Background: an optimization exercise with open tools, aiming at small area, a short achievable clock period and few clock cycles. Do not read the settings as production practice.
No functional check of the RTL was part of any run shown here.
Power is estimated from default activity; no workload was simulated.

==> flow/design.v, too long to show whole: its modules and the start of the top module <==
// module qgk: 604 lines
// module qgk_lanes: 26 lines
// module qgk_rqstep: 28 lines
// module qgk_smlad: 318 lines
// module qgk_add18: 55 lines
// module qgk_add32: 97 lines
// module qgk_add36: 107 lines
module qgk (
    input  wire        clk,
    input  wire        rst,
    input  wire        reg_wr,
    input  wire [6:0]  reg_addr,
    input  wire [31:0] reg_wdata,
    output reg  [31:0] reg_rdata,
    output wire        busy,
    output reg         mem_req,
    output reg         mem_we,
    output reg  [31:0] mem_addr,
    output reg  [3:0]  mem_be,
    output reg  [31:0] mem_wdata,
    input  wire        mem_ready,
    input  wire [31:0] mem_rdata
);
  // ...
==> flow/run.sh <==
#!/bin/bash
# synth_recipe.tcl (not shown) runs the flow's synth.tcl, then flattens the netlist and writes it again
# the make line also repeats each setting of config.mk as NAME=value (left out here)
make -C /OpenROAD-flow-scripts/flow DESIGN_CONFIG=/design/flow/config.mk WORK_HOME=/design/flow/orfs CLKGATE_MAP_FILE= SYNTH_SCRIPT=/design/flow/synth_recipe.tcl finish
==> flow/config.mk <==
export PLATFORM = sky130hd
export DESIGN_NAME = qgk
export DESIGN_NICKNAME = qgk
export VERILOG_FILES = /design/flow/design.v
export SDC_FILE = /design/flow/constraint.sdc
export NUM_CORES = 8
export LEC_CHECK = 0
export CAP_MARGIN = 20
export CORE_MARGIN = 2
export CORE_UTILIZATION = 40
export SETUP_SLACK_MARGIN = 5
export SLEW_MARGIN = 20
==> flow/constraint.sdc <==
create_clock -name core_clock -period 16.0 [get_ports {clk}]
set_input_delay 3.2000 -clock core_clock [delete_from_list [all_inputs] [get_ports {clk}]]
set_output_delay 3.2000 -clock core_clock [all_outputs]
set_load 0.01 [all_outputs]
==> run summary, run 1 <==
The number of flip-flops in the largest register is 36. The total internal power was 7.48 mW; the share of the yosys chip area belonging to registers was 0.329. Clock share of power: 0.279. The hold path depth works out to 2. The clock tree synthesis step divided the H-tree into 4 levels. The tools report the launch point of the critical path as reg_addr[6]. The uppermost metal layer occupied by signal nets was met5. For the pin with the worst max-slew slack, the measured transition is 1.29 ns.

Worst hold margin: 0.456 ns. The combined area of the multi-input logic cells was 54,000 um^2. Share of the clock period used by the worst path: 0.681. The tools report the post-route DRC violation count as 0. STA classifies the critical path endpoint as a primary output. By count the netlist is led by sky130_fd_sc_hd__nand2_1 (1,974), sky130_fd_sc_hd__a21oi_1 (1,058), sky130_fd_sc_hd__clkbuf_1 (760). The biggest fanout along the worst timing path was 12.

Dividing the detail-routed wire length by the instance count gives 29.2 um. The tools report the relative max-transition margin as 0.141. The logs give 547 mm for the first-pass GRT wire length and 4.14 ns for the worst slack after detailed placement.

Global-route total usage across every layer: 0.332. Complex-gate fraction of the synthesized area: 0.216. The most used flip-flop cell after synthesis is sky130_fd_sc_hd__dfxtp_1. The run finished with no timing, DRC or antenna violations. The buffer and inverter count on the worst path is 2, and the total length of routed met2 wires is 163 mm. The combinational-cell power consumption was 5.31 mW.

Before antenna repair, the detailed router went through 12 iterations. Counting every instance in the synthesized netlist gives 10,463. The fraction of standard cell area that is sequential is 0.297. Setup violations remaining at the end of the flow were counted as 0. The via count of the first global-routing pass is 77,217.

The arithmetic-cell share of the synthesized area counting full adders, half adders and majority gates works out to 0.116. The starting density of the core came out at 0.402. Detailed-placement wirelength estimate: 278 mm. Mux share of post-synthesis cell area: 0.0698. The analysis attributes to net switching a power of 4.73 mW. The cell accounting for the most synthesized area is sky130_fd_sc_hd__edfxtp_1.
==> module qgk, before the edit <==
module qgk (
    input  wire        clk,
    input  wire        rst,
    input  wire        reg_wr,
    input  wire [6:0]  reg_addr,
    input  wire [31:0] reg_wdata,
    output reg  [31:0] reg_rdata,
    output wire        busy,
    output reg         mem_req,
    output reg         mem_we,
    output reg  [31:0] mem_addr,
    output reg  [3:0]  mem_be,
    output reg  [31:0] mem_wdata,
    input  wire        mem_ready,
    input  wire [31:0] mem_rdata
);
    reg [31:0] cmd_r;
    reg        st_done, st_err;
    reg [2:0]  st_cause;
    reg [31:0] wptr, aptr, bptr, mptr, sptr, zptr, optr;
    reg [15:0] nch, klen;
    reg [7:0]  zw, zout, zin;
    reg [31:0] src, dst, len;
    reg [2:0]  pbit;
    reg [31:0] rqsum, rqmul;
    reg [7:0]  rqshift, rqres;
    reg [31:0] acc0, acc1, acc2, acc3;
    localparam S_IDLE = 5'd0,
               S_Z0   = 5'd1,    
               S_Z1   = 5'd2,
               S_BA   = 5'd3,    
               S_BB   = 5'd4,
               S_WA   = 5'd5,    
               S_WB   = 5'd6,
               S_X1   = 5'd7,    
               S_X2   = 5'd8,
               S_GW   = 5'd9,    
               S_OW   = 5'd10,   
               S_MA   = 5'd11,   
               S_MB   = 5'd12,
               S_S0   = 5'd13,
               S_S1   = 5'd14,
               S_TW   = 5'd15,   
               S_OP   = 5'd16,   
               S_U_RD = 5'd17,   
               S_U_WR = 5'd18,   
               S_P_OR = 5'd19,   
               S_P_RD = 5'd20,   
               S_P_WR = 5'd21,   
               S_C_RD = 5'd22,   
               S_C_WR = 5'd23,   
               S_RQ   = 5'd24;   
    reg [4:0] state;
    assign busy = (state != S_IDLE);
    reg [1:0]  wa, wo;
    reg        zpc;
    reg        conv;         
    reg [31:0] pw;           
    reg [15:0] ch;           
    reg [14:0] aw;           
    reg [15:0] co;           
    reg [1:0]  owk;          
    reg        fin;          
    reg [31:0] wra, wrb;     
    reg [7:0]  za, zb;
    reg [31:0] ma, mb;
    reg [7:0]  sa, sb;
    reg [15:0] b1, b2;       
    reg [35:0] la_r;         
    reg [31:0] xr;           
    reg        xv, xc;       
    reg        bias_a, bias_b;
    reg [31:0] wacc0, wacc1, wacc2, wacc3;
    wire [7:0] wa_mask = (wa == 2'd1) ? 8'h03 : (wa == 2'd2) ? 8'h0F : 8'hFF;
    wire [2:0] hmax = (wa == 2'd1) ? 3'd7 : (wa == 2'd2) ? 3'd3 : 3'd1;
    wire [16:0] row_bytes = (wa == 2'd1) ? {3'd0, klen[15:2]} :
                            (wa == 2'd2) ? {2'd0, klen[15:1]} : {1'b0, klen};
    wire [16:0] col_bytes = (wo == 2'd1) ? {3'd0, nch[15:2]} :
                            (wo == 2'd2) ? {2'd0, nch[15:1]} : {1'b0, nch};
    wire [3:0] d_op  = reg_wdata[3:0];
    wire [1:0] d_wa  = reg_wdata[5:4];
    wire [1:0] d_wo  = reg_wdata[7:6];
    wire       d_zpc = reg_wdata[8];
    wire d_hi_zero = (reg_wdata[31:9] == 23'd0);
    wire d_req  = d_hi_zero && d_op == 4'd4 && d_wa == 2'd0 && d_wo != 2'd0 && !d_zpc;
    wire d_gemm = d_hi_zero && d_op == 4'd5 && d_wa != 2'd0 && d_wo != 2'd0;
    wire d_cdc  = d_hi_zero && (d_op == 4'd1 || d_op == 4'd2 || d_op == 4'd3) &&
                  d_wa != 2'd0 && d_wo == 2'd0 && !d_zpc;
    wire [3:0] d_umask = (d_wa == 2'd1) ? 4'hF : (d_wa == 2'd2) ? 4'h7 : 4'h3;
    wire [1:0] d_nmask = (d_wo == 2'd1) ? 2'h3 : 2'h1;
    wire d_dims_ok  = ((nch[1:0] & d_nmask) == 2'd0) && ((klen[3:0] & d_umask) == 4'd0);
    wire d_align_ok = (wptr[1:0] == 2'd0) && (aptr[1:0] == 2'd0) &&
                      (bptr[1:0] == 2'd0) && (mptr[1:0] == 2'd0);
    wire d_pbit_ok  = (d_wa == 2'd1) ? !pbit[0] : (d_wa == 2'd2) ? (pbit[1:0] == 2'd0) : (pbit == 3'd0);
    wire d_grp = (d_wa == 2'd1) ? (len[31:4] != 28'd0) :
                 (d_wa == 2'd2) ? (len[31:3] != 29'd0) : (len[31:2] != 30'd0);
    wire [31:0] e_boff = (wa == 2'd1) ? {2'd0, pw[31:2]} : (wa == 2'd2) ? {1'b0, pw[31:1]} : pw;
    wire [2:0]  e_bit  = (wa == 2'd1) ? {pw[1:0], 1'b0} : (wa == 2'd2) ? {pw[0], 2'b0} : 3'd0;
    wire [3:0]  p_bsum = {1'b0, e_bit} + {1'b0, pbit};
    reg [31:0] a_base, a_off1;
    reg [16:0] a_off2;
    reg        a_cin;
    always @(*) begin
        a_base = src;
        a_off1 = 32'd0;
        a_off2 = 17'd0;
        a_cin  = 1'b0;
        case (state)
            S_Z0:   begin a_base = zptr; a_off1 = {16'd0, ch}; end
            S_Z1:   begin a_base = zptr; a_off1 = {16'd0, ch[15:1], 1'b1}; end
            S_BA:   begin a_base = bptr; a_off1 = {14'd0, ch, 2'b00}; end
            S_BB:   begin a_base = bptr; a_off1 = {14'd0, ch[15:1], 1'b1, 2'b00}; end
            S_WA:   begin a_base = wptr; a_off1 = {pw[29:0], 2'b00}; end
            S_WB:   begin a_base = wptr; a_off1 = {pw[29:0], 2'b00}; a_off2 = row_bytes; end
            S_X1:   begin a_base = aptr; a_off1 = {15'd0, aw, 2'b00}; end
            S_X2:   begin a_base = aptr; a_off1 = {15'd0, aw, 2'b00}; a_off2 = {klen, 1'b0}; end
            S_OW:   begin a_base = optr; a_off1 = {16'd0, co}; if (owk[0]) a_off2 = col_bytes; a_cin = owk[1]; end
            S_OP:   begin a_base = optr; a_off1 = {15'd0, col_bytes}; a_off2 = col_bytes; end
            S_MA:   begin a_base = mptr; a_off1 = {14'd0, ch, 2'b00}; end
            S_MB:   begin a_base = mptr; a_off1 = {14'd0, ch[15:1], 1'b1, 2'b00}; end
            S_S0:   begin a_base = sptr; a_off1 = {16'd0, ch}; end
            S_S1:   begin a_base = sptr; a_off1 = {16'd0, ch[15:1], 1'b1}; end
            S_U_RD, S_C_RD:
                    begin a_base = src; a_off1 = e_boff; end
            S_U_WR, S_C_WR:
                    begin a_base = dst; a_off1 = {pw[30:0], 1'b0}; end
            S_P_RD: begin a_base = src; a_off1 = {pw[30:0], 1'b0}; end
            S_P_OR: begin a_base = dst; end
            S_P_WR: begin a_base = dst; a_off1 = e_boff; a_cin = p_bsum[3]; end
            default: ;
        endcase
    end
    wire [31:0] a_o2  = {15'd0, a_off2};
    wire [31:0] a_ps  = a_base ^ a_off1 ^ a_o2;
    wire [31:0] a_pc  = (a_base & a_off1) | (a_base & a_o2) | (a_off1 & a_o2);
    wire [31:0] baddr;
    wire        a_co;
    qgk_add32 u_aadd (.a(a_ps), .b({a_pc[30:0], a_cin}), .cin(1'b0), .s(baddr), .cout(a_co));
    wire [7:0]  rd_byte = mem_rdata[{baddr[1:0], 3'b000} +: 8];
    wire [7:0]  rd_next = mem_rdata[{baddr[1:0] + 2'd1, 3'b000} +: 8];
    wire [15:0] rd_half = baddr[1] ? mem_rdata[31:16] : mem_rdata[15:0];
    wire        gemm_mode = (state <= S_OP);
    wire [2:0]  gj   = (wa == 2'd1) ? aw[2:0] : (wa == 2'd2) ? {1'b0, aw[1:0]} : {2'b0, aw[0]};
    wire [2:0]  cj   = (wa == 2'd1) ? pw[3:1] : (wa == 2'd2) ? {1'b0, pw[2:1]} : {2'b0, pw[1]};
    wire [17:0] lane_a, lane_b;
    qgk_lanes u_lane_a (.x(wra), .j(gemm_mode ? gj : cj), .code(wa), .z(gemm_mode ? za : zin), .l(lane_a));
    qgk_lanes u_lane_b (.x(wrb), .j(gj), .code(wa), .z(zb), .l(lane_b));
    wire [31:0] cv_word = {{7{lane_a[17]}}, lane_a[17:9], {7{lane_a[8]}}, lane_a[8:0]};
    wire [15:0] u_half  = {8'd0, wra[7:0]} - {8'd0, (conv ? zin : 8'd0)};
    wire [7:0]  p_byte  = ((p_bsum[2:0] != 3'd0) ? wrb[7:0] : 8'd0) | (wra[7:0] << p_bsum[2:0]);
    wire [15:0] o_fld   = owk[0] ? b2 : b1;
    wire        o_half  = (wo == 2'd3) && !owk[1] && (baddr[1:0] != 2'd3);
    wire [7:0]  o_byte  = (wo != 2'd3) ? o_fld[15:8] : owk[1] ? o_fld[15:8] : o_fld[7:0];
    always @(*) begin
        mem_addr  = {baddr[31:2], 2'b00};
        mem_req   = 1'b0;
        mem_we    = 1'b0;
        mem_be    = 4'd0;
        mem_wdata = 32'd0;
        case (state)
            S_Z0, S_Z1, S_BA, S_BB, S_WA, S_WB, S_X1, S_X2,
            S_MA, S_MB, S_S0, S_S1, S_U_RD, S_P_OR, S_P_RD, S_C_RD:
                mem_req = 1'b1;
            S_U_WR: begin
                mem_req   = 1'b1;
                mem_we    = 1'b1;
                mem_be    = baddr[1] ? 4'b1100 : 4'b0011;
                mem_wdata = {2{u_half}};
            end
            S_C_WR: begin
                mem_req   = 1'b1;
                mem_we    = 1'b1;
                mem_be    = 4'b1111;
                mem_wdata = cv_word;
            end
            S_P_WR: begin
                mem_req   = 1'b1;
                mem_we    = 1'b1;
                mem_be    = 4'b0001 << baddr[1:0];
                mem_wdata = {4{p_byte}};
            end
            S_OW: begin
                mem_req   = 1'b1;
                mem_we    = 1'b1;
                if (o_half) begin
                    mem_be    = 4'b0011 << baddr[1:0];
                    mem_wdata = (baddr[1:0] == 2'd0) ? {16'd0, o_fld} :
                                (baddr[1:0] == 2'd1) ? {8'd0, o_fld, 8'd0} : {o_fld, 16'd0};
                end else begin
                    mem_be    = 4'b0001 << baddr[1:0];
                    mem_wdata = {4{o_byte}};
                end
            end
            default: ;
        endcase
    end
    wire ack = mem_req && mem_ready;
    always @(*) begin
        case (reg_addr[6:2])
            5'h00:   reg_rdata = cmd_r;
            5'h01:   reg_rdata = {24'd0, 1'b0, st_cause, 2'b00, st_err, st_done};
            5'h02:   reg_rdata = wptr;
            5'h03:   reg_rdata = aptr;
            5'h04:   reg_rdata = bptr;
            5'h05:   reg_rdata = mptr;
            5'h06:   reg_rdata = sptr;
            5'h07:   reg_rdata = zptr;
            5'h08:   reg_rdata = optr;
            5'h09:   reg_rdata = {klen, nch};
            5'h0A:   reg_rdata = {8'd0, zin, zout, zw};
            5'h0B:   reg_rdata = src;
            5'h0C:   reg_rdata = dst;
            5'h0D:   reg_rdata = len;
            5'h0E:   reg_rdata = {29'd0, pbit};
            5'h0F:   reg_rdata = rqsum;
            5'h10:   reg_rdata = rqmul;
            5'h11:   reg_rdata = {24'd0, rqshift};
            5'h12:   reg_rdata = {24'd0, rqres};
            5'h14:   reg_rdata = acc0;
            5'h15:   reg_rdata = acc1;
            5'h16:   reg_rdata = acc2;
            5'h17:   reg_rdata = acc3;
            default: reg_rdata = 32'd0;
        endcase
    end
    wire [17:0] x3lo, x3hi;
    wire        x3c0, x3c1;
    qgk_add18 u_x3lo (.a({{2{xr[15]}}, xr[15:0]}), .b({xr[15], xr[15:0], 1'b0}), .cin(1'b0), .s(x3lo), .cout(x3c0));
    qgk_add18 u_x3hi (.a({{2{xr[31]}}, xr[31:16]}), .b({xr[31], xr[31:16], 1'b0}), .cin(1'b0), .s(x3hi), .cout(x3c1));
    wire [31:0] mac_a, mac_b;
    qgk_smlad u_mac_a (.a0(la_r[8:0]),   .a1(la_r[17:9]),  .x0(xr[15:0]), .x1(xr[31:16]),
                       .t0(x3lo), .t1(x3hi), .acc(bias_a ? xr : xc ? wacc1 : wacc0), .q(mac_a));
    qgk_smlad u_mac_b (.a0(la_r[26:18]), .a1(la_r[35:27]), .x0(xr[15:0]), .x1(xr[31:16]),
                       .t0(x3lo), .t1(x3hi), .acc(bias_b ? xr : xc ? wacc3 : wacc2), .q(mac_b));
    always @(posedge clk) begin
        xr   <= mem_rdata;
        la_r <= (state == S_BA || state == S_BB) ? 36'd0 : {lane_b, lane_a};
        if (bias_a || (xv && !xc)) wacc0 <= mac_a;
        if (bias_a || (xv &&  xc)) wacc1 <= mac_a;
        if (bias_b || (xv && !xc)) wacc2 <= mac_b;
        if (bias_b || (xv &&  xc)) wacc3 <= mac_b;
    end
    localparam R_IDLE = 2'd0, R_LOAD = 2'd1, R_PSH = 2'd2, R_MUL = 2'd3;
    reg [1:0]  rq_ph;
    reg [31:0] rq_pre;
    reg        rq_pb;
    reg [31:0] rq_a;
    reg [4:0]  rq_cnt;
    reg        rq_ovf;
    reg [1:0]  rq_k;
    reg        rq_req;
    reg        rq_fin;       
    reg        rq_fodd;      
    reg        rq_freq;      
    reg [1:0]  rq_rem;
    reg        rq_start, rq_start_req;
    wire [31:0] r_sum = rq_req ? rqsum : (rq_k == 2'd0) ? acc0 : (rq_k == 2'd1) ? acc1 :
                                         (rq_k == 2'd2) ? acc2 : acc3;
    wire [31:0] r_m   = rq_req ? rqmul : rq_k[1] ? mb : ma;
    wire [7:0]  r_s   = rq_req ? rqshift : rq_k[1] ? sb : sa;
    wire        r_psh = r_s[7];                          
    wire [4:0]  r_n1c = (r_s[7:5] == 3'b111) ? ~r_s[4:0] : 5'd31;    
    wire [4:0]  r_n2  = r_s[7] ? 5'd0 : (r_s[6:5] != 2'b00) ? 5'd31 : r_s[4:0];
    wire [3:0]  r_steps = 4'd7 + {1'b0, r_n2[4:2]};
    wire        r_load = (rq_ph == R_LOAD);
    wire [3:0]  r_dig = r_load ? r_sum[3:0] : rq_pre[3:0];
    wire        r_dpb = r_load ? 1'b0 : rq_pb;
    wire [31:0] r_ain = r_load ? 32'd0 : rq_a;
    wire [35:0] r_acc;
    qgk_rqstep u_rqstep (.a(r_ain), .m(r_m), .d0({r_dig[1:0], r_dpb}), .d1(r_dig[3:1]), .s(r_acc));
    wire [10:0] f_lo  = rq_a[10:0] >> rq_rem;
    wire        f_neg = rq_a[31];
    wire [2:0]  f_hm  = (rq_rem == 2'd0) ? 3'b111 : (rq_rem == 2'd1) ? 3'b110 :
                        (rq_rem == 2'd2) ? 3'b100 : 3'b000;
    wire        f_h0  = (rq_a[31:11] == 21'd0) && ((rq_a[10:8] & f_hm) == 3'd0);
    wire        f_h1  = (rq_a[31:11] == {21{1'b1}}) && ((rq_a[10:8] & f_hm) == f_hm);
    wire [8:0]  f_sum = {1'b0, f_lo[7:0]} + {1'b0, zout};
    wire [7:0]  r_max = (wo == 2'd1) ? 8'd3 : (wo == 2'd2) ? 8'd15 : 8'd255;
    wire [7:0]  f_min = (f_sum[7:0] > r_max) ? r_max : f_sum[7:0];
    wire [7:0]  r_q   = f_h0 ? ((f_sum > {1'b0, r_max}) ? r_max : f_sum[7:0]) :
                        f_h1 ? (f_sum[8] ? f_min : 8'd0) :
                        f_neg ? 8'd0 : r_max;
    always @(posedge clk) begin
        rq_fin <= 1'b0;
        if (rst) begin
            rq_ph <= R_IDLE;
            rqres <= 8'd0;
        end else begin
            if (rq_fin && rq_freq)
                rqres <= r_q;
            case (rq_ph)
                R_IDLE: begin
                    rq_k   <= 2'd0;
                    rq_req <= rq_start_req;
                    if (rq_start || rq_start_req)
                        rq_ph <= R_LOAD;
                end
                R_LOAD: begin
                    rq_rem <= r_n2[1:0];
                    if (!r_psh) begin
                        rq_a     <= r_acc[35:4];
                        rq_pre   <= {{4{r_sum[31]}}, r_sum[31:4]};
                        rq_pb    <= r_sum[3];
                        rq_cnt   <= {1'b0, r_steps} - 5'd1;
                        rq_ph    <= R_MUL;
                    end else begin
                        rq_a     <= 32'd0;
                        rq_pre   <= r_sum;
                        rq_ovf   <= 1'b0;
                        rq_cnt   <= r_n1c;
                        rq_ph    <= R_PSH;
                    end
                end
                R_PSH: begin
                    rq_ovf <= rq_ovf | (rq_pre[31] ^ rq_pre[30]);
                    rq_pre <= {rq_pre[30:0], 1'b0};
                    rq_cnt <= rq_cnt - 5'd1;
                    if (rq_cnt == 5'd0) begin
                        if (rq_ovf || (rq_pre[31] ^ rq_pre[30]))
                            rq_pre <= r_sum[31] ? 32'h8000_0000 : 32'h7FFF_FFFF;
                        rq_pb  <= 1'b0;
                        rq_cnt <= {1'b0, r_steps};
                        rq_ph  <= R_MUL;
                    end
                end
                R_MUL: begin
                    rq_a   <= r_acc[35:4];
                    rq_pre <= {{4{rq_pre[31]}}, rq_pre[31:4]};
                    rq_pb  <= rq_pre[3];
                    rq_cnt <= rq_cnt - 5'd1;
                    if (rq_cnt == 5'd0) begin
                        rq_fin  <= 1'b1;
                        rq_fodd <= rq_k[0];
                        rq_freq <= rq_req;
                        rq_k    <= rq_k + 2'd1;
                        rq_ph   <= (rq_req || rq_k == 2'd3) ? R_IDLE : R_LOAD;
                    end
                end
            endcase
        end
    end
    always @(posedge clk) begin
        if (rq_fin && !rq_freq) begin
            if (!rq_fodd)
                b1 <= (wo == 2'd1) ? {r_q[1:0], b1[15:2]} : (wo == 2'd2) ? {r_q[3:0], b1[15:4]} : {r_q, b1[15:8]};
            else
                b2 <= (wo == 2'd1) ? {r_q[1:0], b2[15:2]} : (wo == 2'd2) ? {r_q[3:0], b2[15:4]} : {r_q, b2[15:8]};
        end
    end
    wire rq_idle = (rq_ph == R_IDLE) && !rq_start && !rq_start_req && !rq_fin;
    wire last_j   = (gj == hmax);
    wire last_aw  = ({aw, 1'b0} + 16'd2 == klen);         
    wire last_grp = ({aw, 1'b0} + {12'd0, hmax, 1'b0} + 16'd2 == klen);
    wire last_ch  = (ch + 16'd2 == nch);
    wire k_zero   = (klen == 16'd0);
    wire ow_need  = (wo != 2'd1) || !ch[1];
    wire ow_cend  = (wo != 2'd3) || o_half || owk[1];
    reg  [31:0] pw_op;
    always @(*) begin
        case (state)
            S_WB:    pw_op = last_grp ? {17'd0, row_bytes[16:2]} : 32'd0;
            S_C_WR:  pw_op = 32'd1;
            default: pw_op = 32'd0;
        endcase
    end
    wire [31:0] pw_nx;
    wire        pw_co;
    qgk_add32 u_pwadd (.a(pw), .b(pw_op), .cin(1'b1), .s(pw_nx), .cout(pw_co));
    wire [31:0] len_cmp = (state != S_C_WR) ? len :
                          (wa == 2'd1) ? {len[31:4], 4'd0} : (wa == 2'd2) ? {len[31:3], 3'd0} : {len[31:2], 2'd0};
    wire        pw_end  = (pw_nx == len_cmp);
    wire        c_tail  = (wa == 2'd1) ? (len[3:0] != 4'd0) : (wa == 2'd2) ? (len[2:0] != 3'd0) : (len[1:0] != 2'd0);
    always @(posedge clk) begin
        rq_start     <= 1'b0;
        rq_start_req <= 1'b0;
        xv           <= 1'b0;
        bias_a       <= 1'b0;
        bias_b       <= 1'b0;
        if (rst) begin
            state    <= S_IDLE;
            cmd_r    <= 32'd0;
            st_done  <= 1'b0;
            st_err   <= 1'b0;
            st_cause <= 3'd0;
            wptr     <= 32'd0;
            aptr     <= 32'd0;
            bptr     <= 32'd0;
            mptr     <= 32'd0;
            sptr     <= 32'd0;
            zptr     <= 32'd0;
            optr     <= 32'd0;
            nch      <= 16'd0;
            klen     <= 16'd0;
            zw       <= 8'd0;
            zout     <= 8'd0;
            zin      <= 8'd0;
            src      <= 32'd0;
            dst      <= 32'd0;
            len      <= 32'd0;
            pbit     <= 3'd0;
            rqsum    <= 32'd0;
            rqmul    <= 32'd0;
            rqshift  <= 8'd0;
            acc0     <= 32'd0;
            acc1     <= 32'd0;
            acc2     <= 32'd0;
            acc3     <= 32'd0;
        end else begin
            case (state)
                S_IDLE: begin
                    if (reg_wr) begin
                        case (reg_addr[6:2])
                            5'h00: begin
                                cmd_r <= reg_wdata;
                                wa    <= d_wa;
                                wo    <= d_wo;
                                zpc   <= d_zpc;
                                conv  <= (d_op == 4'd3);
                                pw    <= 32'd0;
                                ch    <= 16'd0;
                                co    <= 16'd0;
                                za    <= zw;
                                zb    <= zw;
                                st_done  <= 1'b1;
                                st_err   <= 1'b0;
                                st_cause <= 3'd0;
                                if (!(d_req || d_gemm || d_cdc)) begin
                                    st_err <= 1'b1; st_cause <= 3'd1;
                                end else if (d_req) begin
                                    rq_start_req <= 1'b1;
                                    state <= S_RQ;
                                end else if (d_op == 4'd5) begin
                                    if (!d_dims_ok) begin
                                        st_err <= 1'b1; st_cause <= 3'd2;
                                    end else if (!d_align_ok) begin
                                        st_err <= 1'b1; st_cause <= 3'd3;
                                    end else if (nch != 16'd0)
                                        state <= d_zpc ? S_Z0 : S_BA;
                                end else if (d_op == 4'd1) begin
                                    if (dst[0]) begin
                                        st_err <= 1'b1; st_cause <= 3'd3;
                                    end else if (len != 32'd0)
                                        state <= S_U_RD;
                                end else if (d_op == 4'd2) begin
                                    if (!d_pbit_ok) begin
                                        st_err <= 1'b1; st_cause <= 3'd4;
                                    end else if (src[0]) begin
                                        st_err <= 1'b1; st_cause <= 3'd3;
                                    end else if (len != 32'd0)
                                        state <= (pbit != 3'd0) ? S_P_OR : S_P_RD;
                                end else begin
                                    if (src[1:0] != 2'd0 || dst[1:0] != 2'd0) begin
                                        st_err <= 1'b1; st_cause <= 3'd3;
                                    end else if (d_grp)
                                        state <= S_C_RD;
                                    else if (len != 32'd0)
                                        state <= S_U_RD;
                                end
                            end
                            5'h02: wptr    <= reg_wdata;
                            5'h03: aptr    <= reg_wdata;
                            5'h04: bptr    <= reg_wdata;
                            5'h05: mptr    <= reg_wdata;
                            5'h06: sptr    <= reg_wdata;
                            5'h07: zptr    <= reg_wdata;
                            5'h08: optr    <= reg_wdata;
                            5'h09: begin nch <= reg_wdata[15:0]; klen <= reg_wdata[31:16]; end
                            5'h0A: begin zw <= reg_wdata[7:0]; zout <= reg_wdata[15:8]; zin <= reg_wdata[23:16]; end
                            5'h0B: src     <= reg_wdata;
                            5'h0C: dst     <= reg_wdata;
                            5'h0D: len     <= reg_wdata;
                            5'h0E: pbit    <= reg_wdata[2:0];
                            5'h0F: rqsum   <= reg_wdata;
                            5'h10: rqmul   <= reg_wdata;
                            5'h11: rqshift <= reg_wdata[7:0];
                            default: ;
                        endcase
                    end
                end
                S_Z0: if (ack) begin
                    za <= rd_byte;
                    zb <= rd_next;
                    state <= (baddr[1:0] == 2'd3) ? S_Z1 : S_BA;
                end
                S_Z1: if (ack) begin zb <= rd_byte; state <= S_BA; end
                S_BA: if (ack) begin bias_a <= 1'b1; state <= S_BB; end
                S_BB: if (ack) begin
                    bias_b <= 1'b1;
                    aw     <= 15'd0;
                    owk    <= 2'd0;
                    fin    <= 1'b0;
                    if (!k_zero)
                        state <= S_WA;
                    else if (ch == 16'd0)
                        state <= S_MA;
                    else
                        state <= S_GW;
                end
                S_WA: if (ack) begin wra <= mem_rdata; state <= S_WB; end
                S_WB: if (ack) begin
                    wrb   <= mem_rdata;
                    pw    <= pw_nx;
                    state <= S_X1;
                end
                S_X1: if (ack) begin
                    xv    <= 1'b1;
                    xc    <= 1'b0;
                    state <= S_X2;
                end
                S_X2: if (ack) begin
                    xv    <= 1'b1;
                    xc    <= 1'b1;
                    aw    <= aw + 15'd1;
                    if (!last_aw)
                        state <= last_j ? S_WA : S_X1;
                    else if (ch == 16'd0)
                        state <= S_MA;
                    else if (rq_idle)
                        state <= ow_need ? S_OW : S_MA;
                    else
                        state <= S_GW;
                end
                S_GW: if (rq_idle) state <= ow_need ? S_OW : S_MA;
                S_OW: if (ack) begin
                    if (!ow_cend)
                        owk <= 2'b10 | owk;
                    else begin
                        owk <= {1'b0, ~owk[0]};
                        if (owk[0]) begin
                            co <= co + ((wo == 2'd3) ? 16'd2 : 16'd1);
                            state <= fin ? S_OP : S_MA;
                        end
                    end
                end
                S_OP: begin
                    optr  <= baddr;
                    state <= S_IDLE;
                end
                S_MA: if (ack) begin ma <= mem_rdata; state <= S_MB; end
                S_MB: if (ack) begin mb <= mem_rdata; state <= S_S0; end
                S_S0, S_S1: if (ack) begin
                    if (state == S_S0) begin
                        sa <= rd_byte;
                        sb <= rd_next;
                    end else
                        sb <= rd_byte;
                    if (state == S_S0 && baddr[1:0] == 2'd3)
                        state <= S_S1;
                    else begin
                        acc0     <= wacc0;
                        acc1     <= wacc1;
                        acc2     <= wacc2;
                        acc3     <= wacc3;
                        rq_start <= 1'b1;
                        if (last_ch)
                            state <= S_TW;
                        else begin
                            ch    <= ch + 16'd2;
                            state <= zpc ? S_Z0 : S_BA;
                        end
                    end
                end
                S_TW: begin
                    owk <= 2'd0;
                    fin <= 1'b1;
                    if (rq_idle) state <= S_OW;
                end
                S_U_RD: if (ack) begin
                    wra[7:0] <= (rd_byte >> e_bit) & wa_mask;
                    state <= S_U_WR;
                end
                S_U_WR: if (ack) begin
                    pw <= pw_nx;
                    state <= pw_end ? S_IDLE : S_U_RD;
                end
                S_P_OR: if (ack) begin wrb[7:0] <= rd_byte; state <= S_P_RD; end
                S_P_RD: if (ack) begin
                    wra[7:0] <= rd_half[15] ? 8'd0 :
                                (rd_half > {8'd0, wa_mask}) ? wa_mask : rd_half[7:0];
                    state <= S_P_WR;
                end
                S_P_WR: if (ack) begin
                    wrb[7:0] <= p_byte;
                    pw <= pw_nx;
                    state <= pw_end ? S_IDLE : S_P_RD;
                end
                S_C_RD: if (ack) begin wra <= mem_rdata; state <= S_C_WR; end
                S_C_WR: if (ack) begin
                    pw <= pw_nx;
                    if (cj == hmax) begin
                        if (!pw_end)
                            state <= S_C_RD;
                        else if (c_tail)
                            state <= S_U_RD;
                        else
                            state <= S_IDLE;
                    end
                end
                S_RQ: if (rq_idle) state <= S_IDLE;
                default: state <= S_IDLE;
            endcase
        end
    end
endmodule
==> inputs of run 2 (changes only) <==
--- a/flow/design.v
+++ b/flow/design.v
@@ -125,8 +125,8 @@
             S_U_WR, S_C_WR:
                     begin a_base = dst; a_off1 = {pw[30:0], 1'b0}; end
             S_P_RD: begin a_base = src; a_off1 = {pw[30:0], 1'b0}; end
-            S_P_OR: begin a_base = dst; end
-            S_P_WR: begin a_base = dst; a_off1 = e_boff; a_cin = p_bsum[3]; end
+            S_P_OR, S_P_WR:
+                    begin a_base = dst; a_off1 = e_boff; a_cin = p_bsum[3]; end
             default: ;
         endcase
     end
@@ -138,7 +138,6 @@
     qgk_add32 u_aadd (.a(a_ps), .b({a_pc[30:0], a_cin}), .cin(1'b0), .s(baddr), .cout(a_co));
     wire [7:0]  rd_byte = mem_rdata[{baddr[1:0], 3'b000} +: 8];
     wire [7:0]  rd_next = mem_rdata[{baddr[1:0] + 2'd1, 3'b000} +: 8];
-    wire [15:0] rd_half = baddr[1] ? mem_rdata[31:16] : mem_rdata[15:0];
     wire        gemm_mode = (state <= S_OP);
     wire [2:0]  gj   = (wa == 2'd1) ? aw[2:0] : (wa == 2'd2) ? {1'b0, aw[1:0]} : {2'b0, aw[0]};
     wire [2:0]  cj   = (wa == 2'd1) ? pw[3:1] : (wa == 2'd2) ? {1'b0, pw[2:1]} : {2'b0, pw[1]};
@@ -146,8 +145,14 @@
     qgk_lanes u_lane_a (.x(wra), .j(gemm_mode ? gj : cj), .code(wa), .z(gemm_mode ? za : zin), .l(lane_a));
     qgk_lanes u_lane_b (.x(wrb), .j(gj), .code(wa), .z(zb), .l(lane_b));
     wire [31:0] cv_word = {{7{lane_a[17]}}, lane_a[17:9], {7{lane_a[8]}}, lane_a[8:0]};
-    wire [15:0] u_half  = {8'd0, wra[7:0]} - {8'd0, (conv ? zin : 8'd0)};
-    wire [7:0]  p_byte  = ((p_bsum[2:0] != 3'd0) ? wrb[7:0] : 8'd0) | (wra[7:0] << p_bsum[2:0]);
+    wire [1:0]  u_lane  = src[1:0] + e_boff[1:0];
+    wire [7:0]  u_byte  = wra[{u_lane, 3'b000} +: 8];
+    wire [7:0]  u_fld   = (u_byte >> e_bit) & wa_mask;
+    wire [15:0] u_half  = {8'd0, u_fld} - {8'd0, (conv ? zin : 8'd0)};
+    wire [15:0] p_half  = (src[1] ^ pw[0]) ? wra[31:16] : wra[15:0];
+    wire [7:0]  p_sat   = p_half[15] ? 8'd0 : (p_half > {8'd0, wa_mask}) ? wa_mask : p_half[7:0];
+    wire [7:0]  p_old   = wrb[{baddr[1:0], 3'b000} +: 8];
+    wire [7:0]  p_byte  = ((p_bsum[2:0] != 3'd0) ? p_old : 8'd0) | (p_sat << p_bsum[2:0]);
     wire [15:0] o_fld   = owk[0] ? b2 : b1;
     wire        o_half  = (wo == 2'd3) && !owk[1] && (baddr[1:0] != 2'd3);
     wire [7:0]  o_byte  = (wo != 2'd3) ? o_fld[15:8] : owk[1] ? o_fld[15:8] : o_fld[7:0];
@@ -348,6 +353,36 @@
         end
     end
     wire rq_idle = (rq_ph == R_IDLE) && !rq_start && !rq_start_req && !rq_fin;
+    wire        h_wr = reg_wr && (state == S_IDLE);
+    wire [31:0] dz   = reg_wdata & {32{~rst}};
+    wire [4:0]  ha   = reg_addr[6:2];
+    wire        snap = ack && (state == S_S0 || state == S_S1) && !(state == S_S0 && baddr[1:0] == 2'd3);
+    always @(posedge clk) begin
+        if (rst || (h_wr && ha == 5'h00)) cmd_r   <= dz;
+        if (rst || (h_wr && ha == 5'h02)) wptr    <= dz;
+        if (rst || (h_wr && ha == 5'h03)) aptr    <= dz;
+        if (rst || (h_wr && ha == 5'h04)) bptr    <= dz;
+        if (rst || (h_wr && ha == 5'h05)) mptr    <= dz;
+        if (rst || (h_wr && ha == 5'h06)) sptr    <= dz;
+        if (rst || (h_wr && ha == 5'h07)) zptr    <= dz;
+        if (rst || (h_wr && ha == 5'h08) || state == S_OP)
+            optr <= (state == S_OP && !rst) ? baddr : dz;
+        if (rst || (h_wr && ha == 5'h09)) begin nch <= dz[15:0]; klen <= dz[31:16]; end
+        if (rst || (h_wr && ha == 5'h0A)) begin zw <= dz[7:0]; zout <= dz[15:8]; zin <= dz[23:16]; end
+        if (rst || (h_wr && ha == 5'h0B)) src     <= dz;
+        if (rst || (h_wr && ha == 5'h0C)) dst     <= dz;
+        if (rst || (h_wr && ha == 5'h0D)) len     <= dz;
+        if (rst || (h_wr && ha == 5'h0E)) pbit    <= dz[2:0];
+        if (rst || (h_wr && ha == 5'h0F)) rqsum   <= dz;
+        if (rst || (h_wr && ha == 5'h10)) rqmul   <= dz;
+        if (rst || (h_wr && ha == 5'h11)) rqshift <= dz[7:0];
+        if (rst || snap) begin
+            acc0 <= wacc0 & {32{~rst}};
+            acc1 <= wacc1 & {32{~rst}};
+            acc2 <= wacc2 & {32{~rst}};
+            acc3 <= wacc3 & {32{~rst}};
+        end
+    end
     wire last_j   = (gj == hmax);
     wire last_aw  = ({aw, 1'b0} + 16'd2 == klen);         
     wire last_grp = ({aw, 1'b0} + {12'd0, hmax, 1'b0} + 16'd2 == klen);
@@ -378,40 +413,15 @@
         bias_b       <= 1'b0;
         if (rst) begin
             state    <= S_IDLE;
-            cmd_r    <= 32'd0;
             st_done  <= 1'b0;
             st_err   <= 1'b0;
             st_cause <= 3'd0;
-            wptr     <= 32'd0;
-            aptr     <= 32'd0;
-            bptr     <= 32'd0;
-            mptr     <= 32'd0;
-            sptr     <= 32'd0;
-            zptr     <= 32'd0;
-            optr     <= 32'd0;
-            nch      <= 16'd0;
-            klen     <= 16'd0;
-            zw       <= 8'd0;
-            zout     <= 8'd0;
-            zin      <= 8'd0;
-            src      <= 32'd0;
-            dst      <= 32'd0;
-            len      <= 32'd0;
-            pbit     <= 3'd0;
-            rqsum    <= 32'd0;
-            rqmul    <= 32'd0;
-            rqshift  <= 8'd0;
-            acc0     <= 32'd0;
-            acc1     <= 32'd0;
-            acc2     <= 32'd0;
-            acc3     <= 32'd0;
         end else begin
             case (state)
                 S_IDLE: begin
                     if (reg_wr) begin
                         case (reg_addr[6:2])
                             5'h00: begin
-                                cmd_r <= reg_wdata;
                                 wa    <= d_wa;
                                 wo    <= d_wo;
                                 zpc   <= d_zpc;
@@ -447,7 +457,7 @@
                                     end else if (src[0]) begin
                                         st_err <= 1'b1; st_cause <= 3'd3;
                                     end else if (len != 32'd0)
-                                        state <= (pbit != 3'd0) ? S_P_OR : S_P_RD;
+                                        state <= S_P_RD;
                                 end else begin
                                     if (src[1:0] != 2'd0 || dst[1:0] != 2'd0) begin
                                         st_err <= 1'b1; st_cause <= 3'd3;
@@ -457,22 +467,6 @@
                                         state <= S_U_RD;
                                 end
                             end
-                            5'h02: wptr    <= reg_wdata;
-                            5'h03: aptr    <= reg_wdata;
-                            5'h04: bptr    <= reg_wdata;
-                            5'h05: mptr    <= reg_wdata;
-                            5'h06: sptr    <= reg_wdata;
-                            5'h07: zptr    <= reg_wdata;
-                            5'h08: optr    <= reg_wdata;
-                            5'h09: begin nch <= reg_wdata[15:0]; klen <= reg_wdata[31:16]; end
-                            5'h0A: begin zw <= reg_wdata[7:0]; zout <= reg_wdata[15:8]; zin <= reg_wdata[23:16]; end
-                            5'h0B: src     <= reg_wdata;
-                            5'h0C: dst     <= reg_wdata;
-                            5'h0D: len     <= reg_wdata;
-                            5'h0E: pbit    <= reg_wdata[2:0];
-                            5'h0F: rqsum   <= reg_wdata;
-                            5'h10: rqmul   <= reg_wdata;
-                            5'h11: rqshift <= reg_wdata[7:0];
                             default: ;
                         endcase
                     end
@@ -532,10 +526,7 @@
                         end
                     end
                 end
-                S_OP: begin
-                    optr  <= baddr;
-                    state <= S_IDLE;
-                end
+                S_OP: state <= S_IDLE;
                 S_MA: if (ack) begin ma <= mem_rdata; state <= S_MB; end
                 S_MB: if (ack) begin mb <= mem_rdata; state <= S_S0; end
                 S_S0, S_S1: if (ack) begin
@@ -547,10 +538,6 @@
                     if (state == S_S0 && baddr[1:0] == 2'd3)
                         state <= S_S1;
                     else begin
-                        acc0     <= wacc0;
-                        acc1     <= wacc1;
-                        acc2     <= wacc2;
-                        acc3     <= wacc3;
                         rq_start <= 1'b1;
                         if (last_ch)
                             state <= S_TW;
@@ -565,22 +552,17 @@
                     fin <= 1'b1;
                     if (rq_idle) state <= S_OW;
                 end
-                S_U_RD: if (ack) begin
-                    wra[7:0] <= (rd_byte >> e_bit) & wa_mask;
-                    state <= S_U_WR;
-                end
+                S_U_RD: if (ack) begin wra <= mem_rdata; state <= S_U_WR; end
                 S_U_WR: if (ack) begin
                     pw <= pw_nx;
                     state <= pw_end ? S_IDLE : S_U_RD;
                 end
-                S_P_OR: if (ack) begin wrb[7:0] <= rd_byte; state <= S_P_RD; end
                 S_P_RD: if (ack) begin
-                    wra[7:0] <= rd_half[15] ? 8'd0 :
-                                (rd_half > {8'd0, wa_mask}) ? wa_mask : rd_half[7:0];
-                    state <= S_P_WR;
+                    wra   <= mem_rdata;
+                    state <= (p_bsum[2:0] != 3'd0) ? S_P_OR : S_P_WR;
                 end
+                S_P_OR: if (ack) begin wrb <= mem_rdata; state <= S_P_WR; end
                 S_P_WR: if (ack) begin
-                    wrb[7:0] <= p_byte;
                     pw <= pw_nx;
                     state <= pw_end ? S_IDLE : S_P_RD;
                 end
==> flow/flow/run.sh (new file) <==
#!/bin/bash
# The standard ORFS layout (standard synthesis, floorplan, placement, CTS,
# routing), with ORFS's timing repair asked to keep a setup margin of
# MARGIN ns at the design's clock period. The make output goes to
# standard_flow.log; ORFS keeps each step's log under orfs/logs/.
set -euo pipefail
MARGIN=8
bash standard.sh SETUP_SLACK_MARGIN=$MARGIN finish > standard_flow.log 2>&1
==> flow/standard.sh (new file) <==
#!/bin/bash
# synth_recipe.tcl (not shown) runs the flow's synth.tcl, then flattens the netlist and writes it again
# the make line also repeats each setting of config.mk as NAME=value (left out here)
make -C /OpenROAD-flow-scripts/flow DESIGN_CONFIG=/design/flow/config.mk WORK_HOME=/design/flow/orfs CLKGATE_MAP_FILE= SYNTH_SCRIPT=/design/flow/synth_recipe.tcl "${@:-finish}"
--- a/flow/config.mk
+++ b/flow/config.mk
@@ -8,5 +8,4 @@
 export CAP_MARGIN = 20
 export CORE_MARGIN = 2
 export CORE_UTILIZATION = 40
-export SETUP_SLACK_MARGIN = 5
 export SLEW_MARGIN = 20
removed: flow/run.sh
==> run summary, run 2 <==
The worst-case vdd ir drop is 166 uV (was 117 uV). The critical path capture point type is a primary output (unchanged). The share of the yosys chip area belonging to registers was 0.403 (was 0.329); the number of vias in the routed layout was 78,550 (was 83,484).

The post-layout worst setup margin is 6.21 ns (was 5.10 ns), and the starting density of the core is 0.402 (about the same). Average routed wire per standard cell: 33.8 um (was 29.2 um). The buffer cell driving the clock tree root was sky130_fd_sc_hd__clkbuf_16 (unchanged). For the clock insertion delay at the later pin of the skew report, the log shows 0.84 ns (was 0.83 ns). The clock-pin transition on the worst setup and hold timing paths was 0.06 ns (about the same); the synthesized netlist cell count was 8,563 (was 10,463). The final core utilization is 0.499 (was 0.446).

The netlist area before placement came out at 86,400 um^2 (was 87,300 um^2). The clock skew after layout was 0.0635 ns (was 0.0385 ns); the ratio of cells with drive above 1 in the final layout was 0.211 (was 0.0727). The maximum clock rate came out at 102 MHz (was 91.8 MHz). Relative max-transition margin: 0.161 (was 0.141). Most common cell after layout, fill and taps aside: sky130_fd_sc_hd__edfxtp_1 (was sky130_fd_sc_hd__nand2_1). Weighted congestion reported at the end of routability-driven placement: 0.995 (was 1.02). The critical path start-end classification is reg -> out (was in -> out). The post-route DRC violation count is 0 (unchanged). The warning count from the yosys run was 3 (unchanged). Commonest cells after routing, fill and taps aside: sky130_fd_sc_hd__edfxtp_1 (1,097), sky130_fd_sc_hd__nand2_1 (742), sky130_fd_sc_hd__nor2_1 (540) (was sky130_fd_sc_hd__nand2_1 (1,958), sky130_fd_sc_hd__a21oi_1 (1,051), sky130_fd_sc_hd__dfxtp_1 (697)).

Worst setup path endpoint: mem_addr[31] (was reg_rdata[1]). Count of input and output buffers: 173 (unchanged). Kind of launch point of the worst setup path: a register (was an input port). The logs give 148 (was 98) for the largest net degree at the start of global routing and 0 (unchanged) for the number of buffers inserted by hold repair at cts.

The final instance area was 107,000 um^2 (was 96,800 um^2). Cell accounting for the most synthesized area: sky130_fd_sc_hd__edfxtp_1 (unchanged). Path class of the lowest-slack min-delay path: reg -> reg (unchanged). The run gives 9,770 (was 10,862) as the number of nets in the layout. The total global routing overflow was 0 (unchanged).

The logs give 12.80 ns (about the same) for the data required time of the critical path and 7.58 ns (was 5.42 ns) for the register-to-register setup slack. Detailed-placement wirelength estimate: 268 mm (was 278 mm). The max-slew violation count was 0 (unchanged); the I/O pin total was 178 (unchanged). The die extent in y was 469 um (was 471 um). The global-route total usage across every layer is 0.357 (was 0.332), and the final critical-path required period is 9.79 ns (was 10.90 ns).

The number of enable-type register cells in the synthesized netlist came out at 1,097 (was 486). The tools report the area enclosed by the die boundary as 220,000 um^2 (was 222,000 um^2). Top post-synthesis cells by count: sky130_fd_sc_hd__edfxtp_1 (1,097), sky130_fd_sc_hd__nand2_1 (778), sky130_fd_sc_hd__nor2_1 (607) (was sky130_fd_sc_hd__nand2_1 (1,974), sky130_fd_sc_hd__a21oi_1 (1,058), sky130_fd_sc_hd__clkbuf_1 (760)). The CTS buffer count was 134 (was 141); the number of cells traversed by the worst register-to-register path was 41 (was 32). Ranking of synthesized cells by area: sky130_fd_sc_hd__edfxtp_1 (38%), sky130_fd_sc_hd__fa_1 (6.7%), sky130_fd_sc_hd__ha_1 (5.0%) (was sky130_fd_sc_hd__edfxtp_1 (17%), sky130_fd_sc_hd__dfxtp_1 (16%), sky130_fd_sc_hd__nand2_1 (8.5%)).

The run finished with no timing, DRC or antenna violations. The cell row count was 170 (was 171). The run gives 105 (was 87) as the number of unique standard cell types used by synthesis.

Commonest register cell after synthesis: sky130_fd_sc_hd__edfxtp_1 (was sky130_fd_sc_hd__dfxtp_1). The final count of negative-setup-slack endpoints was 0 (unchanged). The maximum clock insertion buffer count is 3 (unchanged), and the total count of hold-check failures in the final report is 0 (unchanged).

Overall routed net length: 407 mm (was 384 mm). Number of antenna violations at the first check in global routing: 31 (was 11). The total negative setup slack came out at 0 ns (unchanged). Post-detailed-route via-to-cell ratio: 6.53 (was 6.36). The H-tree depth is 4 (unchanged), and the first-pass detailed-route iteration total is 13 (was 12). The biggest fanout along the worst timing path was 10 (was 12); the number of flip-flops and latches in the synthesized netlist was 1,191 (unchanged).

The run gives 12,620 (was 12,617) as the count of routing violations after the opening detailed-route iteration. The register name with the most flops is la_r (unchanged). Startpoint of the most critical register-to-register path: wa[0] (was xr[2]).

The first-pass GRT wire length was 558 mm (was 547 mm). Average instance area after synthesis: 10.1 um^2 (was 8.34 um^2). The transition time of the tightest slew-check pin is 1.25 ns (was 1.29 ns), and the worst slack after detailed placement is 4.10 ns (was 4.14 ns). Setup repair after global routing could not meet its margin everywhere. The tools report the leakage dissipation as 41.5 nW (was 35.2 nW).

The share of the clock period used by the worst path was 0.612 (was 0.681); the number of antenna-violating nets in the routed design was 0 (unchanged). The arrival time reported for the critical path endpoint is 6.59 ns (was 7.70 ns). The reg-to-reg critical path endpoint is state[0] (was wacc3[5]).

The area added between synthesis and finish is 24.0% (was 10.9%). TritonCTS built the clock tree. The tools report the launch point of the critical path as state[3] (was reg_addr[6]).

Hold path depth: 0 (was 2). Cell with the most instances after synthesis: sky130_fd_sc_hd__edfxtp_1 (was sky130_fd_sc_hd__nand2_1). The number of maximum-capacitance constraint violations was 0 (unchanged). The tools report the via count of the first global-routing pass as 73,293 (was 77,217). The number of flip-flops in the largest register works out to 36 (unchanged).

The power per unit of standard cell area works out to 127 nW/um^2 (was 126 nW/um^2). Proportion of synthesized flip-flops having asynchronous set or reset: 0 (unchanged). The total core area is 215,000 um^2 (was 217,000 um^2), and the cell area after placement is 91,200 um^2 (was 91,400 um^2).

The portion of synthesized cell area occupied by the leading cell type came out at 0.381 (was 0.167). The tools report the final total power as 13.6 mW (was 12.2 mW). The overall die width works out to 469 um (was 471 um). Clock net sink count: 1,191 (unchanged).
-- run 2: cell count changes after synthesis, sizes merged, moves of 65 or more --
cell and delta:
o21ai -65, nor2b +171, edfxtp +611, nand2 -1196
a21oi -590, clkbuf -236, dfxtp -611
-- run 2: critical path, stage by stage, from the launching register on --
cell	delay, ns
sky130_fd_sc_hd__dfxtp_4	0.47
sky130_fd_sc_hd__buf_8	0.23
sky130_fd_sc_hd__nor3_4	0.06
sky130_fd_sc_hd__buf_12	0.14
sky130_fd_sc_hd__nor2_4	0.26
sky130_fd_sc_hd__buf_12	0.16
sky130_fd_sc_hd__nand2_4	0.09
sky130_fd_sc_hd__a222oi_1	0.61
sky130_fd_sc_hd__nand2_1	0.11
sky130_fd_sc_hd__a221o_1	0.30
sky130_fd_sc_hd__fa_2	0.40
sky130_fd_sc_hd__ha_1	0.22
sky130_fd_sc_hd__a21o_1	0.19
sky130_fd_sc_hd__a21o_1	0.19
sky130_fd_sc_hd__a21oi_2	0.17
sky130_fd_sc_hd__o21ai_2	0.12
sky130_fd_sc_hd__a41oi_2	0.27
sky130_fd_sc_hd__o31ai_4	0.10
sky130_fd_sc_hd__buf_6	0.14
sky130_fd_sc_hd__o41ai_4	0.23
sky130_fd_sc_hd__o21a_1	0.18
sky130_fd_sc_hd__o21a_1	0.14
sky130_fd_sc_hd__fa_2	0.25
sky130_fd_sc_hd__xor2_4	0.19
sky130_fd_sc_hd__xnor2_2	0.15
sky130_fd_sc_hd__xnor2_2	0.13
sky130_fd_sc_hd__buf_4	0.16
sky130_fd_sc_hd__buf_6	0.11
-- run 2: cell families after synthesis --
logic type	Yosys count	synth area share
simple gates	2222	0.119
xor+xnor	497	0.0506
compound gates	2298	0.182
mux	552	0.0750
fa+ha+maj	648	0.119
flops	1191	0.403
other cells	1	0.0000434
buf+inv	1154	0.0511
-- run 2: area by class of cell --
cell class | instances | area [um^2]
Inverter | 507 | 1930
Fill cell | 18980 | 108000
Multi-Input combinational cell | 6228 | 51200
Sequential cell | 1191 | 34900
Clock inverter | 80 | 866
Timing Repair Buffer | 998 | 11000
Clock buffer | 162 | 3530
Antenna cell | 17 | 42.5
Timing Repair inverter | 1 | 7.51
Tap cell | 2838 | 3550
-- run 2: layer usage --
layer  track usage  vias to the layer above  share of wire
li1              -                    32636              -
met1         0.453                    38757           0.36
met2         0.523                     5694           0.42
met3        0.0997                     1449           0.12
met4         0.255                       14          0.093
met5             0                        -        0.00039
-- run 2: worst min path at each step --
stage	startpoint	endpoint	slack (ns)
3_3_place_gp	rq_start_req	rq_req	0.41
3_5_place_dp	rq_start_req	rq_req	0.42
5_1_grt	rq_start_req	rq_req	0.46
4_1_cts	rq_start_req	rq_req	0.44
2_1_floorplan	rq_start_req	rq_req	0.41
6_report	rq_start_req	rq_req	0.44
-- run 2: stage by stage --
| stage | std cells | hold slack, ns |
|---|---|---|
| final | 12022 | 0.440 |
| after global routing | 12007 | 0.456 |
| after CTS | 11829 | 0.438 |
| after detailed placement | 11135 | 0.424 |
| after global placement | 11135 | 0.415 |
| after floorplan | 8564 | 0.409 |
-- run 2: timing repair --
| action | in CTS | in global routing |
|---|---|---|
| resized for setup | 1158 | 439 |
| endpoints found under the setup margin | 233 | 234 |
| setup buffers | 387 | 162 |
| pin swaps | 236 | 309 |
| gates cloned | 65 | 10 |
-- run 2: report_power, final --
group,internal (mW),total [mW],switching (mW)
Clock,1.78,3.19,1.41
Combinational,2.77,6.49,3.72
Sequential,3.78,3.93,0.155

## port drivers added, routing unchanged
How much do the figures lean on ideal ports? The routed layouts below were timed once more, with nothing changed but the port constraints.
Step 1: set_driving_cell puts a clkbuf_16 on clk and a buf_2 on each other input, an assumption about the parent block.
Step 2, shift: input delay + t, output delay - t, t = (earliest + latest rising clock arrival at the registers) / 2. This alone moves slack from input paths to output paths.
a / b / c = ideal ports / drivers / drivers and shift; a / b = the first two.
| run | shift t [ns] | setup WS [ns] | pins driven straight from the clock port |
|---|---|---|---|
| run 1 | 0.899 | 5.102 / 5.070 / 5.070 | 1 |
| run 2 | 0.899 | 6.205 / 6.119 / 7.017 | 1 |
After both steps setup and hold are still met in every run listed. The setup slack of run 1, which loses most, moves by -0.032 ns with the drivers and by -0.032 ns with both steps.
